What follows belongs to an exercise in optimizing a design on an open flow for small area, a short achievable clock period and few clock cycles per item; a production flow would make more cautious choices. Only simulation tests tie the RTL to the original design; equivalence was not proved.

==> inputs of build 29 <==
## bc4_encoder
module bc4_encoder (
    input              clk,
    input              rst,         
    input              start,       
    input              is_signed,   
    input      [511:0] samples,     
    output             ready,
    output             done,        
    output     [63:0]  block,
    output     [3:0]   iters,
    output             six
);
clock: 25.0 ns
lec_check: 0
cap_margin: 20
core_margin: 2
core_utilization: 45
place_density: 0.6
slew_margin: 20
run.sh (not shown) runs the stock make flow with config.mk's settings and CLKGATE_MAP_FILE= SYNTH_SCRIPT=/design/flow/synth_recipe.tcl, a recipe that flattens the netlist after the stock synthesis.
==> inputs of trial 41, as changes to build 29 <==
--- a/flow/design.v
+++ b/flow/design.v
@@ -141,32 +141,34 @@
     wire signed [9:0] ebase = r_e0 + 10'sd1 - $signed({4'd0, L});
     wire [47:0] p   = {r_p2, 16'd0} + {8'd0, r_p1, 8'd0} + {16'd0, r_p0};
     wire [47:0] pls = p << sl;
     wire [95:0] prs = {p, 48'd0} >> sr;
     wire        rsh = dn & r_e0[9];
     wire [47:0] ps  = rsh ? prs[95:48] : pls;
     wire        lost = rsh & (|prs[47:0]);
-    reg  [47:0] s_ps;
+    reg  [47:20] s_ps;           
+    reg         s_lo;
     reg         s_lost, s_nb, s_dn, s_sign, s_spec, s_nan, s_inf;
     reg  signed [9:0] s_eb;
     always @(posedge clk) begin
-        s_ps   <= ps;
+        s_ps   <= ps[47:20];
+        s_lo   <= |ps[19:0];
         s_lost <= lost;
         s_nb   <= nb;
         s_dn   <= dn;
         s_eb   <= ebase;
         s_sign <= r_sign;
         s_spec <= r_spec;
         s_nan  <= r_nan;
         s_inf  <= r_inf;
     end
     wire        top  = s_ps[47];
     wire        one  = ~top & s_nb;                    
     wire [26:0] m27  = one ? s_ps[46:20] : s_ps[47:21];
-    wire        stk  = (one ? (|s_ps[19:0]) : (|s_ps[20:0])) | s_lost;
+    wire        stk  = s_lo | (~one & s_ps[20]) | s_lost;
     wire signed [9:0] e_r = s_dn ? 10'sd0 : (top ? s_eb : s_eb - 10'sd1);
     wire        ovf  = e_r >= 10'sd255;
     wire        g    = m27[2];
     wire        s    = |m27[1:0] | stk;
     wire        rup  = g & (s | m27[3]);
     wire [22:0] mt   = m27[25:3];
     wire        mall = &mt;
@@ -860,15 +862,15 @@
             end
             if (tn == 7'd2)
                 mkb_n = dv_y;
             if (tn >= 7'd2 && tn < 7'd18) begin
                 m_sa_n = 3'b010; m_sb_n = 3'b001; m_v_n = 1'b1;
             end
             if (tn >= 7'd5 && tn < 7'd21) begin
-                a1_sa_n = 3'b010; a1_sb_n = 4'b0010; a1_v_n = 1'b1;
+                a1_sa_n = 3'b010; a1_sb_n = 4'b0100; a1_v_n = 1'b1;
             end
             if (tn >= 7'd9 && tn < 7'd41) begin
                 d2_go_n = 1'b1;
                 d2_y_n  = ~tn[0];
                 d2c_n   = tn[0] ? c_sq(n6, kq_n) : c_sq(n6, nm1 - kq_n);
             end
             if (tn < 7'd16)
@@ -982,21 +984,36 @@
         nkl <= nkl_n; nku <= nku_n;
         rot <= rot_n;
         le_r <= le;
         j0r <= ((cf == 7'd0) ? (e0 > e1) : pal8) ? (3'd0 - (cf[2:0] + 3'd2)) : (3'd6 - (cf[2:0] + 3'd2));
         j1r <= cf[2:0] + 3'd1;
     end
     wire        mr_neg = mr[31] & (|mr[30:0]);
-    wire [31:0] a0_a = ({32{a0_sa[0]}} & oa0) | ({32{a0_sa[1]}} & mr);
-    wire [31:0] a0_b = ({32{a0_sb[0]}} & ob0) | ({32{a0_sb[1]}} & F_HALF);
-    wire [31:0] a1_a = ({32{a1_sa[0]}} & oa1) | ({32{a1_sa[1]}} & mr) | ({32{a1_sa[2]}} & a1r);
-    wire [31:0] a1_b = ({32{a1_sb[0]}} & F_ONE) | ({32{a1_sb[1]}} & F_HALF) |
-                       ({32{a1_sb[2]}} & mr) | ({32{a1_sb[3]}} & ob0);
-    wire [31:0] m_a  = ({32{m_sa[0]}} & mk) | ({32{m_sa[1]}} & a0r) | ({32{m_sa[2]}} & a1r);
-    wire [31:0] m_b  = ({32{m_sb[0]}} & mkb) | ({32{m_sb[1]}} & a0r) | ({32{m_sb[2]}} & a1r);
+    function [31:0] sel2(input [1:0] s, input [1:0] si, input [31:0] x0, input [31:0] x1);
+        sel2 = {({16{~si[0]}} & x0[31:16]) | ({16{~si[1]}} & x1[31:16]),
+                ({16{s[0]}} & x0[15:0]) | ({16{s[1]}} & x1[15:0])};
+    endfunction
+    function [31:0] sel3(input [2:0] s, input [2:0] si, input [31:0] x0, input [31:0] x1, input [31:0] x2);
+        sel3 = {({16{~si[0]}} & x0[31:16]) | ({16{~si[1]}} & x1[31:16]) | ({16{~si[2]}} & x2[31:16]),
+                ({16{s[0]}} & x0[15:0]) | ({16{s[1]}} & x1[15:0]) | ({16{s[2]}} & x2[15:0])};
+    endfunction
+    reg [1:0] a0_sa_i, a0_sb_i;
+    reg [2:0] a1_sa_i, m_sa_i, m_sb_i;
+    reg [3:0] a1_sb_i;
+    always @(posedge clk) begin
+        a0_sa_i <= ~a0_sa_n; a0_sb_i <= ~a0_sb_n;
+        a1_sa_i <= ~a1_sa_n; a1_sb_i <= ~a1_sb_n;
+        m_sa_i  <= ~m_sa_n;  m_sb_i  <= ~m_sb_n;
+    end
+    wire [31:0] a0_a = sel2(a0_sa, a0_sa_i, oa0, mr);
+    wire [31:0] a0_b = sel2(a0_sb, a0_sb_i, ob0, F_HALF);
+    wire [31:0] a1_a = sel3(a1_sa, a1_sa_i, oa1, F_HALF, a1r);
+    wire [31:0] a1_b = sel2(a1_sb[3:2], a1_sb_i[3:2], mr, ob0) | sel2(a1_sb[1:0], a1_sb_i[1:0], F_ONE, F_HALF);
+    wire [31:0] m_a  = sel3(m_sa, m_sa_i, mk, a0r, a1r);
+    wire [31:0] m_b  = sel3(m_sb, m_sb_i, mkb, a0r, a1r);
     wire [31:0] dv_a = (dv_s == 2'd0) ? fnm1 : (dv_s == 2'd1) ? a1r : dY;
     wire [31:0] dv_b = (dv_s == 2'd0) ? a0r  : (dv_s == 2'd1) ? d2X[31:0] : d2Y[31:0];
     wire [31:0] a0_y, a1_y, m_y, dv_y, cd_y;
     wire        dv_idle;
     bc4_fadd  u_a0 (.clk(clk), .a(a0_a), .b({a0_b[31] ^ a0_sub ^ (a0_q & mr_neg), a0_b[30:0]}), .y(a0_y));
     bc4_fadd  u_a1 (.clk(clk), .a(a1_a), .b({a1_b[31] ^ a1_sub, a1_b[30:0]}), .y(a1_y));
     bc4_fmul  u_m  (.clk(clk), .a(m_a), .b(m_b), .y(m_y));
@@ -1051,15 +1068,17 @@
     reg  [31:0] bd;
     reg  [2:0]  bk;
     wire [31:0] d0a = {1'b0, a0r[30:0]};
     wire [31:0] d1a = {1'b0, a1r[30:0]};
     wire        take1 = f_lt(d1a, d0a) || (f_eq(d1a, d0a) && (nk1b < nk0b));
     wire [31:0] pd  = take1 ? d1a : d0a;
     wire [2:0]  pk  = take1 ? nk1b : nk0b;
-    wire [31:0] rcp = f_recip((c == P0) ? e1 : e0, sgn);    
+    reg         rsel;                                       
+    always @(posedge clk) rsel <= (c1 == P0);
+    wire [31:0] rcp = f_recip(rsel ? e1 : e0, sgn);         
     assign ready = (state == S_IDLE) || (state == S_DONE);
     assign done  = (state == S_DONE);
     assign block = {idx, e1[7:0], e0[7:0]};
     assign iters = it;
     assign six   = n6;
     reg a0_w, a1_w, m_w1, m_w, cd_w;
     reg [2:0] cd_k, cd_kq;
CAP_MARGIN = 40   (was 20)
CORE_UTILIZATION = 30   (was 45)
PLACE_DENSITY = 0.5   (was 0.6)
SLEW_MARGIN = 40   (was 20)
==> inputs of trial 69, as changes to build 29 <==
--- a/flow/design.v
+++ b/flow/design.v
@@ -141,32 +141,34 @@
     wire signed [9:0] ebase = r_e0 + 10'sd1 - $signed({4'd0, L});
     wire [47:0] p   = {r_p2, 16'd0} + {8'd0, r_p1, 8'd0} + {16'd0, r_p0};
     wire [47:0] pls = p << sl;
     wire [95:0] prs = {p, 48'd0} >> sr;
     wire        rsh = dn & r_e0[9];
     wire [47:0] ps  = rsh ? prs[95:48] : pls;
     wire        lost = rsh & (|prs[47:0]);
-    reg  [47:0] s_ps;
+    reg  [47:20] s_ps;           
+    reg         s_lo;
     reg         s_lost, s_nb, s_dn, s_sign, s_spec, s_nan, s_inf;
     reg  signed [9:0] s_eb;
     always @(posedge clk) begin
-        s_ps   <= ps;
+        s_ps   <= ps[47:20];
+        s_lo   <= |ps[19:0];
         s_lost <= lost;
         s_nb   <= nb;
         s_dn   <= dn;
         s_eb   <= ebase;
         s_sign <= r_sign;
         s_spec <= r_spec;
         s_nan  <= r_nan;
         s_inf  <= r_inf;
     end
     wire        top  = s_ps[47];
     wire        one  = ~top & s_nb;                    
     wire [26:0] m27  = one ? s_ps[46:20] : s_ps[47:21];
-    wire        stk  = (one ? (|s_ps[19:0]) : (|s_ps[20:0])) | s_lost;
+    wire        stk  = s_lo | (~one & s_ps[20]) | s_lost;
     wire signed [9:0] e_r = s_dn ? 10'sd0 : (top ? s_eb : s_eb - 10'sd1);
     wire        ovf  = e_r >= 10'sd255;
     wire        g    = m27[2];
     wire        s    = |m27[1:0] | stk;
     wire        rup  = g & (s | m27[3]);
     wire [22:0] mt   = m27[25:3];
     wire        mall = &mt;
@@ -860,15 +862,15 @@
             end
             if (tn == 7'd2)
                 mkb_n = dv_y;
             if (tn >= 7'd2 && tn < 7'd18) begin
                 m_sa_n = 3'b010; m_sb_n = 3'b001; m_v_n = 1'b1;
             end
             if (tn >= 7'd5 && tn < 7'd21) begin
-                a1_sa_n = 3'b010; a1_sb_n = 4'b0010; a1_v_n = 1'b1;
+                a1_sa_n = 3'b010; a1_sb_n = 4'b0100; a1_v_n = 1'b1;
             end
             if (tn >= 7'd9 && tn < 7'd41) begin
                 d2_go_n = 1'b1;
                 d2_y_n  = ~tn[0];
                 d2c_n   = tn[0] ? c_sq(n6, kq_n) : c_sq(n6, nm1 - kq_n);
             end
             if (tn < 7'd16)
@@ -982,21 +984,36 @@
         nkl <= nkl_n; nku <= nku_n;
         rot <= rot_n;
         le_r <= le;
         j0r <= ((cf == 7'd0) ? (e0 > e1) : pal8) ? (3'd0 - (cf[2:0] + 3'd2)) : (3'd6 - (cf[2:0] + 3'd2));
         j1r <= cf[2:0] + 3'd1;
     end
     wire        mr_neg = mr[31] & (|mr[30:0]);
-    wire [31:0] a0_a = ({32{a0_sa[0]}} & oa0) | ({32{a0_sa[1]}} & mr);
-    wire [31:0] a0_b = ({32{a0_sb[0]}} & ob0) | ({32{a0_sb[1]}} & F_HALF);
-    wire [31:0] a1_a = ({32{a1_sa[0]}} & oa1) | ({32{a1_sa[1]}} & mr) | ({32{a1_sa[2]}} & a1r);
-    wire [31:0] a1_b = ({32{a1_sb[0]}} & F_ONE) | ({32{a1_sb[1]}} & F_HALF) |
-                       ({32{a1_sb[2]}} & mr) | ({32{a1_sb[3]}} & ob0);
-    wire [31:0] m_a  = ({32{m_sa[0]}} & mk) | ({32{m_sa[1]}} & a0r) | ({32{m_sa[2]}} & a1r);
-    wire [31:0] m_b  = ({32{m_sb[0]}} & mkb) | ({32{m_sb[1]}} & a0r) | ({32{m_sb[2]}} & a1r);
+    function [31:0] sel2(input [1:0] s, input [1:0] si, input [31:0] x0, input [31:0] x1);
+        sel2 = {({16{~si[0]}} & x0[31:16]) | ({16{~si[1]}} & x1[31:16]),
+                ({16{s[0]}} & x0[15:0]) | ({16{s[1]}} & x1[15:0])};
+    endfunction
+    function [31:0] sel3(input [2:0] s, input [2:0] si, input [31:0] x0, input [31:0] x1, input [31:0] x2);
+        sel3 = {({16{~si[0]}} & x0[31:16]) | ({16{~si[1]}} & x1[31:16]) | ({16{~si[2]}} & x2[31:16]),
+                ({16{s[0]}} & x0[15:0]) | ({16{s[1]}} & x1[15:0]) | ({16{s[2]}} & x2[15:0])};
+    endfunction
+    reg [1:0] a0_sa_i, a0_sb_i;
+    reg [2:0] a1_sa_i, m_sa_i, m_sb_i;
+    reg [3:0] a1_sb_i;
+    always @(posedge clk) begin
+        a0_sa_i <= ~a0_sa_n; a0_sb_i <= ~a0_sb_n;
+        a1_sa_i <= ~a1_sa_n; a1_sb_i <= ~a1_sb_n;
+        m_sa_i  <= ~m_sa_n;  m_sb_i  <= ~m_sb_n;
+    end
+    wire [31:0] a0_a = sel2(a0_sa, a0_sa_i, oa0, mr);
+    wire [31:0] a0_b = sel2(a0_sb, a0_sb_i, ob0, F_HALF);
+    wire [31:0] a1_a = sel3(a1_sa, a1_sa_i, oa1, F_HALF, a1r);
+    wire [31:0] a1_b = sel2(a1_sb[3:2], a1_sb_i[3:2], mr, ob0) | sel2(a1_sb[1:0], a1_sb_i[1:0], F_ONE, F_HALF);
+    wire [31:0] m_a  = sel3(m_sa, m_sa_i, mk, a0r, a1r);
+    wire [31:0] m_b  = sel3(m_sb, m_sb_i, mkb, a0r, a1r);
     wire [31:0] dv_a = (dv_s == 2'd0) ? fnm1 : (dv_s == 2'd1) ? a1r : dY;
     wire [31:0] dv_b = (dv_s == 2'd0) ? a0r  : (dv_s == 2'd1) ? d2X[31:0] : d2Y[31:0];
     wire [31:0] a0_y, a1_y, m_y, dv_y, cd_y;
     wire        dv_idle;
     bc4_fadd  u_a0 (.clk(clk), .a(a0_a), .b({a0_b[31] ^ a0_sub ^ (a0_q & mr_neg), a0_b[30:0]}), .y(a0_y));
     bc4_fadd  u_a1 (.clk(clk), .a(a1_a), .b({a1_b[31] ^ a1_sub, a1_b[30:0]}), .y(a1_y));
     bc4_fmul  u_m  (.clk(clk), .a(m_a), .b(m_b), .y(m_y));
@@ -1051,17 +1068,24 @@
     reg  [31:0] bd;
     reg  [2:0]  bk;
     wire [31:0] d0a = {1'b0, a0r[30:0]};
     wire [31:0] d1a = {1'b0, a1r[30:0]};
     wire        take1 = f_lt(d1a, d0a) || (f_eq(d1a, d0a) && (nk1b < nk0b));
     wire [31:0] pd  = take1 ? d1a : d0a;
     wire [2:0]  pk  = take1 ? nk1b : nk0b;
-    wire [31:0] rcp = f_recip((c == P0) ? e1 : e0, sgn);    
-    assign ready = (state == S_IDLE) || (state == S_DONE);
-    assign done  = (state == S_DONE);
+    reg         rsel;                                       
+    always @(posedge clk) rsel <= (c1 == P0);
+    wire [31:0] rcp = f_recip(rsel ? e1 : e0, sgn);         
+    reg ready_r, done_r;
+    always @(posedge clk) begin
+        ready_r <= (state_n == S_IDLE) || (state_n == S_DONE);
+        done_r  <= (state_n == S_DONE);
+    end
+    assign ready = ready_r;
+    assign done  = done_r;
     assign block = {idx, e1[7:0], e0[7:0]};
     assign iters = it;
     assign six   = n6;
     reg a0_w, a1_w, m_w1, m_w, cd_w;
     reg [2:0] cd_k, cd_kq;
     always @(posedge clk) begin
         state <= state_n;
CAP_MARGIN = 40   (was 20)
CORE_UTILIZATION = 30   (was 45)
PLACE_DENSITY = 0.5   (was 0.6)
SLEW_MARGIN = 40   (was 20)
==> qor summary <==
quantity                                                                     trial 41                                         build 29         trial 69
Status                                                       timing/DRC/antenna clean                         finished with violations  timing/DRC/antenna clean
Reasons for failing layout checks                                                   -  max-capacitance violations, max-slew violations                -
Critical hold path startpoint                                      u_m.r_spec$_DFF_P_                               u_m.r_sign$_DFF_P_   nk1[2]$_DFF_P_
Initial Util                                                                    30.1%                                            45.2%            30.1%
Crit path launch                                                     state[1]$_DFF_P_                                    upy$_DFFE_PP_  a1r[28]$_DFF_P_
Fraction of post-synthesis cell area in the top cell type by area               15.9%                                            15.6%            15.8%
Worst Hold Endpoint                                                u_m.s_spec$_DFF_P_                               u_m.s_sign$_DFF_P_  nk1b[2]$_DFF_P_
Layout sequential cell count                                                     2182                                             2188             2184
Arrival time reported for the critical path endpoint                          4.80 ns                                         10.88 ns         10.71 ns
Site row count                                                                    321                                              264              322
Met3 layer usage reported by global route                                       17.0%                                            36.6%            17.1%
Vias per Instance                                                                6.38                                             7.45             6.36
Final RePlAce weighted congestion                                                1.12                                             1.23             1.12
Estimated wirelength of the detail-placed design                           1350000 um                                       1230000 um       1220000 um
Avg Inst Size Synth                                                        7.81 sq um                                       7.81 sq um       7.78 sq um
Post-synthesis instance total                                                   29384                                            29934            29734
Fraction of area in registers                                                   21.0%                                            21.4%            21.0%
Final core occ                                                                  34.8%                                            50.7%            34.7%
Largest stage delay on the critical path                                      0.76 ns                                          1.07 ns          0.79 ns
Die W                                                                          879 um                                           725 um           882 um
Detailed-route wire length                                                 1720000 um                                       1610000 um       1570000 um
Count of cell types in the netlist                                                123                                              126              117
Testbench counts of build 29, summed over its fixed seeds: cycles 65,450, blocks 512.
Testbench counts of trial 41, summed over its fixed seeds: cycles 65,450, blocks 512.
Testbench counts of trial 69, summed over its fixed seeds: cycles 65,450, blocks 512.

[static timing again, ports no longer ideal]
The results above use ideal ports. As a check the final layouts listed here were re-extracted and re-timed, cells and wires unchanged.
Step 1 (the two cells are an assumption about what drives the block):
set clk [get_ports {clk}]
set_driving_cell -lib_cell sky130_fd_sc_hd__clkbuf_16 $clk
set_driving_cell -lib_cell sky130_fd_sc_hd__buf_2 [delete_from_list [all_inputs] $clk]
Step 2, shift: input delay + t, output delay - t, t = (earliest + latest rising clock arrival at the registers) / 2. This alone moves slack from input paths to output paths.
Slacks: ideal / step 1 / step 2; pairs: ideal / step 1.
run	shift t [ns]	setup slack, ns	slew at the worst register clock pin (ns)	worst slew at a driven data input, ns
build 29	1.195	15.059 / 15.059 / 15.059	0.09 / 0.09	0.23
trial 41	1.241	15.199 / 15.033 / 15.438	0.08 / 0.08	0.22
trial 69	1.224	15.211 / 15.211 / 15.211	0.08 / 0.08	0.15
